Context: an optimization exercise on an open-source flow, tuned for small area and few clock cycles. The choices shown serve that exercise and are no tape-out recipe. Only the layout flow was run in this run; the RTL was not checked for function there. Power and IR drop assume default switching activity.

<file path="flow/run.sh">
#!/bin/bash
# synth_recipe.tcl (not shown) runs the flow's synth.tcl, then flattens the netlist and writes it again
# the make line also repeats each setting of config.mk as NAME=value (left out here)
make -C /OpenROAD-flow-scripts/flow DESIGN_CONFIG=/design/flow/config.mk WORK_HOME=/design/flow/orfs CLKGATE_MAP_FILE= SYNTH_SCRIPT=/design/flow/synth_recipe.tcl finish
</file>
<file path="flow/design.v">
module fat12_walker (
    input  wire        clk,
    input  wire        rst,            
    input  wire        cmd_valid,
    output wire        cmd_ready,
    input  wire [1:0]  cmd_op,         
    input  wire [15:0] cmd_arg,        
    input  wire        med_present,
    input  wire [20:0] med_size,
    output reg         med_re,
    output reg  [20:0] med_addr,
    input  wire [7:0]  med_rdata,      
    output reg         out_valid,
    input  wire        out_ready,
    output reg  [20:0] out_cluster,
    output reg  [20:0] out_offset,
    output reg         done,
    output reg         done_ok,
    output reg  [31:0] done_count,
    output reg  [31:0] done_total
);
    localparam OP_CHAIN = 2'd0, OP_ALLOC = 2'd1;    
    localparam S_IDLE    = 4'd0,
               S_BPB_RD  = 4'd1,
               S_BPB_CAP = 4'd2,
               S_GEOM    = 4'd3,
               S_DIV     = 4'd4,
               S_LOOP    = 4'd5,
               S_OFF     = 4'd6,
               S_EMIT    = 4'd7,
               S_ENT_LO  = 4'd8,
               S_ENT_HI  = 4'd9,
               S_ENT_CAP = 4'd10,
               S_DONE    = 4'd11;
    reg [3:0]  state;
    reg [1:0]  op;
    reg [15:0] arg;
    reg [5:0]  bpb_idx;            
    reg [15:0] bps, rsv, root_ent, ts16, spf;
    reg [7:0]  spc, nfat;
    reg [31:0] ts32;
    reg [3:0]  gstep;
    reg [32:0] ts;                 
    reg [21:0] rds;                
    reg [47:0] fat_start, fat_len, root_start, data_start;
    reg [23:0] bpc;                
    reg [31:0] tc;                 
    reg [21:0] clu;
    reg [32:0] steps;
    reg [31:0] count;
    reg [22:0] ent_idx;
    reg [7:0]  ent_lo;
    reg        result_ok;
    reg  [31:0] mul_a;
    reg  [23:0] mul_b;
    wire [55:0] mul_p = mul_a * mul_b;
    reg [33:0] div_q;              
    reg [16:0] div_r;
    reg [15:0] div_d;
    reg [5:0]  div_cnt;
    reg [3:0]  div_ret;            
    wire [16:0] div_r_sh = {div_r[15:0], div_q[33]};
    wire        div_ge   = div_r_sh >= {1'b0, div_d};
    assign cmd_ready = (state == S_IDLE);
    wire [22:0] idx_cur   = {1'b0, clu} + {2'b00, clu[21:1]};
    wire        idx_in_fat = ({25'd0, idx_cur} + 48'd1) < fat_len;
    wire [32:0] limit     = {1'b0, tc} + 33'd2;       
    wire        clu_valid = (clu >= 22'd2) && ({11'd0, clu} < limit);
    wire [15:0] ent_word  = {med_rdata, ent_lo};
    wire [11:0] ent_val   = clu[0] ? ent_word[15:4] : ent_word[11:0];
    always @(*) begin
        mul_a = 32'd0;
        mul_b = 24'd0;
        if (state == S_GEOM) begin
            case (gstep)
                4'd2: begin mul_a = {16'd0, rsv};      mul_b = {8'd0, bps}; end
                4'd3: begin mul_a = {16'd0, spf};      mul_b = {8'd0, bps}; end
                4'd4: begin mul_a = fat_len[31:0];     mul_b = {16'd0, nfat}; end
                4'd5: begin mul_a = {10'd0, rds};      mul_b = {8'd0, bps}; end
                4'd6: begin mul_a = {24'd0, spc};      mul_b = {8'd0, bps}; end
                4'd7: begin mul_a = {16'd0, spf};      mul_b = {16'd0, nfat}; end
                default: ;
            endcase
        end else if (state == S_OFF) begin
            mul_a = {10'd0, clu - 22'd2};
            mul_b = bpc;
        end
    end
    always @(*) begin
        med_re   = 1'b0;
        med_addr = 21'd0;
        case (state)
            S_BPB_RD: begin
                med_re   = 1'b1;
                med_addr = {15'd0, bpb_idx};
            end
            S_ENT_LO: begin
                med_re   = 1'b1;
                med_addr = fat_start[20:0] + {1'b0, ent_idx[19:0]};
            end
            S_ENT_HI: begin
                med_re   = 1'b1;
                med_addr = fat_start[20:0] + {1'b0, ent_idx[19:0]} + 21'd1;
            end
            default: ;
        endcase
    end
    task start_div(input [33:0] num, input [15:0] den, input [3:0] ret);
        begin
            div_q   <= num;
            div_r   <= 17'd0;
            div_d   <= den;
            div_cnt <= 6'd34;
            div_ret <= ret;
            state   <= S_DIV;
        end
    endtask
    task finish(input ok);
        begin
            result_ok <= ok;
            state     <= S_DONE;
        end
    endtask
    wire [34:0] ds_signed = {2'b00, ts} - ({19'd0, rsv} + {11'd0, mul_p[23:0]} + {13'd0, rds});
    always @(posedge clk) begin
        if (rst) begin
            state     <= S_IDLE;
            out_valid <= 1'b0;
            done      <= 1'b0;
        end else begin
            done <= 1'b0;
            case (state)
                S_IDLE: begin
                    if (cmd_valid) begin
                        op      <= cmd_op;
                        arg     <= cmd_arg;
                        count   <= 32'd0;
                        bpb_idx <= 6'h0B;
                        if (!med_present || med_size < 21'd512)
                            finish(1'b0);
                        else
                            state <= S_BPB_RD;
                    end
                end
                S_BPB_RD: state <= S_BPB_CAP;
                S_BPB_CAP: begin
                    case (bpb_idx)
                        6'h0B: bps[7:0]       <= med_rdata;
                        6'h0C: bps[15:8]      <= med_rdata;
                        6'h0D: spc            <= med_rdata;
                        6'h0E: rsv[7:0]       <= med_rdata;
                        6'h0F: rsv[15:8]      <= med_rdata;
                        6'h10: nfat           <= med_rdata;
                        6'h11: root_ent[7:0]  <= med_rdata;
                        6'h12: root_ent[15:8] <= med_rdata;
                        6'h13: ts16[7:0]      <= med_rdata;
                        6'h14: ts16[15:8]     <= med_rdata;
                        6'h16: spf[7:0]       <= med_rdata;
                        6'h17: spf[15:8]      <= med_rdata;
                        6'h20: ts32[7:0]      <= med_rdata;
                        6'h21: ts32[15:8]     <= med_rdata;
                        6'h22: ts32[23:16]    <= med_rdata;
                        6'h23: ts32[31:24]    <= med_rdata;
                        default: ;
                    endcase
                    if (bpb_idx == 6'h23) begin
                        gstep <= 4'd0;
                        state <= S_GEOM;
                    end else begin
                        bpb_idx <= bpb_idx + 6'd1;
                        state   <= S_BPB_RD;
                    end
                end
                S_GEOM: begin
                    gstep <= gstep + 4'd1;
                    case (gstep)
                        4'd0: begin
                            if (bps == 16'd0 || spc == 8'd0 || nfat == 8'd0 || spf == 16'd0)
                                finish(1'b0);
                            else if (ts16 != 16'd0)
                                ts <= {17'd0, ts16};
                            else if (ts32 != 32'd0)
                                ts <= {1'b0, ts32};
                            else
                                start_div({13'd0, med_size}, bps, 4'd1);
                        end
                        4'd1: start_div({12'd0, root_ent, 5'd0} + {18'd0, bps} - 34'd1, bps, 4'd2);
                        4'd2: fat_start  <= {16'd0, mul_p[31:0]};
                        4'd3: fat_len    <= {16'd0, mul_p[31:0]};
                        4'd4: root_start <= fat_start + mul_p[47:0];
                        4'd5: data_start <= root_start + mul_p[47:0];
                        4'd6: bpc        <= mul_p[23:0];
                        4'd7: begin
                            if (!ds_signed[34] && ds_signed != 35'd0)
                                start_div(ds_signed[33:0], {8'd0, spc}, 4'd8);
                            else
                                tc <= 32'd0;
                        end
                        4'd8: begin
                            if (fat_start + fat_len > {27'd0, med_size}) begin
                                finish(1'b0);
                            end else begin
                                clu   <= (op == OP_CHAIN) ? {6'd0, arg} : 22'd2;
                                steps <= 33'd0;
                                state <= S_LOOP;
                            end
                        end
                        default: ;
                    endcase
                end
                S_DIV: begin
                    div_q <= {div_q[32:0], div_ge};
                    div_r <= div_ge ? (div_r_sh - {1'b0, div_d}) : div_r_sh;
                    div_cnt <= div_cnt - 6'd1;
                    if (div_cnt == 6'd1) begin
                        state <= S_GEOM;
                        gstep <= div_ret;
                        case (div_ret)
                            4'd1: ts  <= {div_q[31:0], div_ge};
                            4'd2: rds <= {div_q[20:0], div_ge};
                            4'd8: tc  <= {div_q[30:0], div_ge};
                            default: ;
                        endcase
                    end
                end
                S_LOOP: begin
                    ent_idx <= idx_cur;
                    case (op)
                        OP_CHAIN: begin
                            if (steps >= limit || !clu_valid)
                                finish(1'b1);
                            else
                                state <= S_OFF;
                        end
                        OP_ALLOC: begin
                            if (count == {16'd0, arg})
                                finish(1'b1);
                            else if ({11'd0, clu} >= limit || !idx_in_fat)
                                finish(1'b0);
                            else
                                state <= S_ENT_LO;
                        end
                        default: begin  
                            if ({11'd0, clu} >= limit || !idx_in_fat)
                                finish(1'b1);
                            else
                                state <= S_ENT_LO;
                        end
                    endcase
                end
                S_OFF: begin
                    if (data_start + mul_p[47:0] + {24'd0, bpc} > {27'd0, med_size}) begin
                        finish(1'b0);
                    end else begin
                        out_valid   <= 1'b1;
                        out_cluster <= clu[20:0];
                        out_offset  <= data_start[20:0] + mul_p[20:0];
                        state       <= S_EMIT;
                    end
                end
                S_EMIT: begin
                    if (out_ready) begin
                        out_valid <= 1'b0;
                        count     <= count + 32'd1;
                        if (op == OP_CHAIN) begin
                            steps <= steps + 33'd1;
                            if (!idx_in_fat)
                                finish(1'b1);
                            else
                                state <= S_ENT_LO;
                        end else begin
                            clu   <= clu + 22'd1;
                            state <= S_LOOP;
                        end
                    end
                end
                S_ENT_LO: state <= S_ENT_HI;
                S_ENT_HI: begin
                    ent_lo <= med_rdata;
                    state  <= S_ENT_CAP;
                end
                S_ENT_CAP: begin
                    case (op)
                        OP_CHAIN: begin
                            if (ent_val >= 12'hFF8 || ent_val == 12'd0) begin
                                finish(1'b1);
                            end else begin
                                clu   <= {10'd0, ent_val};
                                state <= S_LOOP;
                            end
                        end
                        OP_ALLOC: begin
                            if (ent_val == 12'd0) begin
                                out_valid   <= 1'b1;
                                out_cluster <= clu[20:0];
                                out_offset  <= 21'd0;
                                state       <= S_EMIT;
                            end else begin
                                clu   <= clu + 22'd1;
                                state <= S_LOOP;
                            end
                        end
                        default: begin
                            if (ent_val == 12'd0) count <= count + 32'd1;
                            clu   <= clu + 22'd1;
                            state <= S_LOOP;
                        end
                    endcase
                end
                S_DONE: begin
                    done       <= 1'b1;
                    done_ok    <= result_ok;
                    done_count <= count;
                    done_total <= tc;
                    state      <= S_IDLE;
                end
                default: state <= S_IDLE;
            endcase
        end
    end
endmodule
</file>
<file path="flow/config.mk">
export PLATFORM = sky130hd
export DESIGN_NAME = fat12_walker
export DESIGN_NICKNAME = fat12_walker
export VERILOG_FILES = /design/flow/design.v
export SDC_FILE = /design/flow/constraint.sdc
export NUM_CORES = 4
export LEC_CHECK = 0
export CAP_MARGIN = 20
export CORE_MARGIN = 2
export CORE_UTILIZATION = 40
export SLEW_MARGIN = 20
</file>
<file path="flow/constraint.sdc">
create_clock -name core_clock -period 20.0 [get_ports {clk}]
set_input_delay 4.0000 -clock core_clock [delete_from_list [all_inputs] [get_ports {clk}]]
set_output_delay 4.0000 -clock core_clock [all_outputs]
set_load 0.01 [all_outputs]
</file>
==> results.txt <==
Floorplan:
- The die covers 187000 um^2.
- The I/O pin total is 184.
- The width of the die is 432 um.
- The height of the die is 432 um.
- The core region is 183000 um^2.
- The starting density of the core is 0.402.
- In this run the core area contains 157 standard-cell rows.

Timing:
- Across the routed clock network, the largest skew measured is 0.0684 ns.
- The final-report setup violation count is 0.
- The final cycle utilization of the critical path is 0.793.
- Summed over all failing endpoints, the final setup total negative slack is 0 ns.
- The clock period could shrink to 15.85 ns.
- The count of final hold-check violations is 0.
- The actual slew at the worst max-slew pin is 1.22 ns.
- Setup slack on the critical path of the routed design comes to 4.15 ns.
- The number of slew-limit violations in the final report is 0.
- Static timing analysis puts the maximum clock frequency at 63.1 MHz.
- Setup repair after global routing left no endpoint under its margin.
- The max-slew headroom at the worst pin is 0.179.

Setup path:
- The worst setup path is captured at a register.
- The largest single stage delay on the critical path is 0.86 ns.
- The worst setup path is launched from a register.
- The cell with the most instances on the worst path is fa_1.
- The cell with the largest stage delay on the worst path is o22a_1.
- STA puts the critical path data required time at 20.31 ns.
- The maximum fanout along the worst path is 42.
- The startpoint-to-endpoint class of the critical path is reg2reg.
- The data arrival time of the critical path is 16.16 ns.

CTS:
- The depth of the CTS H-tree is 3.
- Clock-pin slew was measured on the worst setup and hold paths at 0.06 ns.
- The number of clock sinks is 731.
- The buffer type at the clock tree root is clkbuf_16.
- The cts-stage hold buffer count is 0.
- The clock insertion delay at the later pin of the skew report is 0.74 ns.
- The clock tree from TritonCTS is yes.
- Post-CTS repair changed the size of 0 cells.
- The number of setup buffers added after CTS is 0.
- The longest clock path from root to sink contains 3 buffers.
- In this run, CTS created clock tree buffers numbering 85.

Cells and area:
- The layout net count is 9248.
- At the end of the flow the core is filled with cells to 0.446.
- The share of layout cells above drive strength 1 is 0.0469.
- Relative to the synthesized area, the layout overhead comes to 11.0%.
- The sequential cells in the finished layout cover a total of 21900 um^2.
- In the final layout, the multi-input gates occupy 46500 um^2.
- After filler insertion, the fill cell instance count of the layout stands at 17.5k.

Routing:
- The DRC violation total after the first TritonRoute iteration is 6473.
- In the routed layout, each cell is associated on average with a via count of 5.69.
- In the final routed layout, each cell accounts on average for 25.4 um.
- In the detailed route, the total length drawn on met3 is 26.3 mm.
- The remaining antenna violation count after routing is 0.
- The top routing layer in use is met5.
- The detailed-route via count is 58.7k.
- The final layout contains routed wiring with a total length of 262 mm.
- The detailed-routed wire length on met2 is 111 mm.
- The total DRC errors in the routed layout is 0.
- The total iterations of the first detailed-routing run is 6.
- The met1 wire length is 114 mm.

Power:
- In this run the static leakage power is 34.9 nW.
- Overall power consumption after layout is estimated at 4.71 mW.
- The power per cell area is 57.9 nW/um^2.
- Across the VDD grid, the largest voltage drop is 0.0893 mV.

Placement:
- Summed over all nets, the half-perimeter wirelength after detailed placement is 209 mm.
- At the end of routability-driven placement, the weighted congestion stood at 0.976.
- Buffers placed on the I/O ports in this run total 183.
- The pre-CTS worst setup slack is 4.62 ns.

Yosys:
- Synthesis produced a netlist whose cell count is 7658.
- The synthesized area is 73400 um^2.
- The number of enable flip-flop cells after synthesis is 725.
- Counting distinct cell types in the post-synthesis netlist gives 106.
- The part of the Yosys area used for sequential elements is 0.298.
- In the synthesized netlist the dominant register cell turns out to be edfxtp_1.
- In this run the mean area of a mapped cell was 9.58 um^2.
- The register bit count reported by yosys is 731.
- The share of flip-flops with an asynchronous set or reset after synthesis is 0.
- The number of synthesis warnings is 1.

Worst hold path:
- The tightest min-delay check is of the reg2reg type.

Global route:
- The number of global-route vias before repair is 58.1k.
- The first global-routing pass estimated 386 mm of wire.
- The overflow left after global routing is 0.
- The number of antenna violations at the first check in global routing is 16.
- The pin count of the biggest net entering global routing is 68.
- The total routing resource utilization after global routing is 0.280.

Run status:
- The run finished with no timing, DRC or antenna violations.

Flow run:
- Max-cap violations in this run came to 0.
==> power breakdown <==
group          switching, mW  internal [mW]  leakage (nW)
combinational          0.804          0.492          26.9
sequential            0.0743           1.77          6.74
clock                  0.703          0.864          1.33
==> layer usage <==
metal  vias up  track usage
met5         -            0
met4         2       0.0996
met3       395       0.0627
met2      2740        0.416
met1     29200        0.399
li1      26300            -
==> synth_stat cells (37+ instances only) <==
cell type     n  area, um^2
nand2_1     731        2740
a22oi_1      44         330
xnor2_1     279        2440
a21o_1      174        1310
nor2b_1      52         325
and2_1       65         407
edfxtp_1    725       21800
xor2_1      186        1630
or3_1        37         231
a21oi_1     364        1820
o21a_1       62         465
nor4_1       64         400
o21bai_1     56         420
inv_1      1181        4430
and3_1      105         657
o21ai_0     230        1150
ha_1        623        7790
nand3_1     166         831
nand2b_1     56         350
o211ai_1     38         285
clkbuf_1    211         792
nor3_1       95         475
nand4_1      80         500
a211oi_1     73         548
fa_1        704       14100
nor2_1      742        2790
==> metrics by stage <==
stage / cell area (um^2) / hold slack [ns] / std cells
after floorplan: 73500 / 0.400 / 7700
after global placement: 78600 / 0.449 / 10200
after detailed placement: 78600 / 0.452 / 10200
after CTS: 81400 / 0.467 / 10300
after global routing: 81400 / 0.477 / 10300
final: 81400 / 0.472 / 10300
==> layout make-up <==
cell class | count | share of cell area
inverters | 1183 | 0.0546
multi-input cells | 5550 | 0.571
clock buffers | 104 | 0.0276
repair buffers | 318 | 0.0350
well taps | 2385 | 0.0367
diodes | 4 | 0.000123
flip-flops and latches | 731 | 0.269
clock inverters | 47 | 0.00609
==> flip-flops by register name, indices dropped and copies added, names as in the netlist, 33 cells and up <==
register,flops
root_start,48
steps,33
ts,33
div_q,34
data_start,48
==> critical path, delay by kind of cell, from the launching register on <==
kind	cells	cell delay (ns)
simple gates	16	4.74
buf+inv	10	1.93
compound gates	9	2.71
xor+xnor	2	0.23
fa+ha+maj	12	5.21
flops	1	0.45
==> final timing paths <==
check	startpoint	end	slack, ns	cells past startpoint
min	div_q[18]	rds[19]	0.47	0
min reg2reg	div_q[18]	rds[19]	0.47	0
max	gstep[0]	out_cluster[11]	4.15	49
max reg2reg	gstep[0]	out_cluster[11]	4.15	49
==> cells by family (layout without fill, tap and decap cells) <==
kind of cell,count (synthesis),count (layout),synth area share
and+or+nand+nor,2311,2311,0.146
muxes,37,37,0.00510
DFF,731,731,0.298
AOI/OAI and AO/OA,1364,1364,0.123
buffers and inverters,1419,1652,0.0732
xor gates and xnor gates,467,467,0.0561
other,2,48,0.000102
adders and majority gates,1327,1327,0.298
==> placed cells by master, fill, tap and decap left out, types with 20 or more instances in the layout <==
cell type	synthesis	layout
clkbuf_16	0	85
nor2_1	742	731
nand2b_1	56	56
and4_1	20	20
nor3_1	95	92
nand2_1	731	730
fa_1	704	704
a21oi_1	364	361
o21bai_1	56	56
xor2_1	186	186
a21o_1	174	174
buf_4	2	133
nor4_1	64	61
nor2b_1	52	51
o21ai_0	230	216
inv_1	1181	1181
and2_1	65	65
edfxtp_1	725	725
mux2i_1	34	34
nand4_1	80	80
clkdlybuf4s50_1	0	182
o22ai_1	33	26
nand3_1	166	165
a22oi_1	44	44
ha_1	623	623
o21a_1	62	62
conb_1	2	44
and3_1	105	105
a221oi_1	32	32
xnor2_1	279	279
o21ai_1	15	22
a211oi_1	73	72
a31oi_1	34	34
or3_1	37	37
o211ai_1	38	38

afterwards: timing with drivers on the ports:
No port has a modelled driver above. Below, the same layout with a new extraction and two added sets of constraints.
Step 1, drivers: a clkbuf_16 drives clk and a buf_2 each remaining input, both assumed.
Step 2, shift: input delay + t, output delay - t, t = (earliest + latest rising clock arrival at the registers) / 2. This alone moves slack from input paths to output paths.
Slacks: ideal / step 1 / step 2; pairs: ideal / step 1.
t, ns: 0.787
setup slack, ns: 4.145 / 4.145 / 4.145
clock arrival spread, ns: 0.069 / 0.069
After both steps setup and hold are still met in this run. The setup slack of this run moves by 0.000 ns with the drivers and by 0.000 ns with both steps.
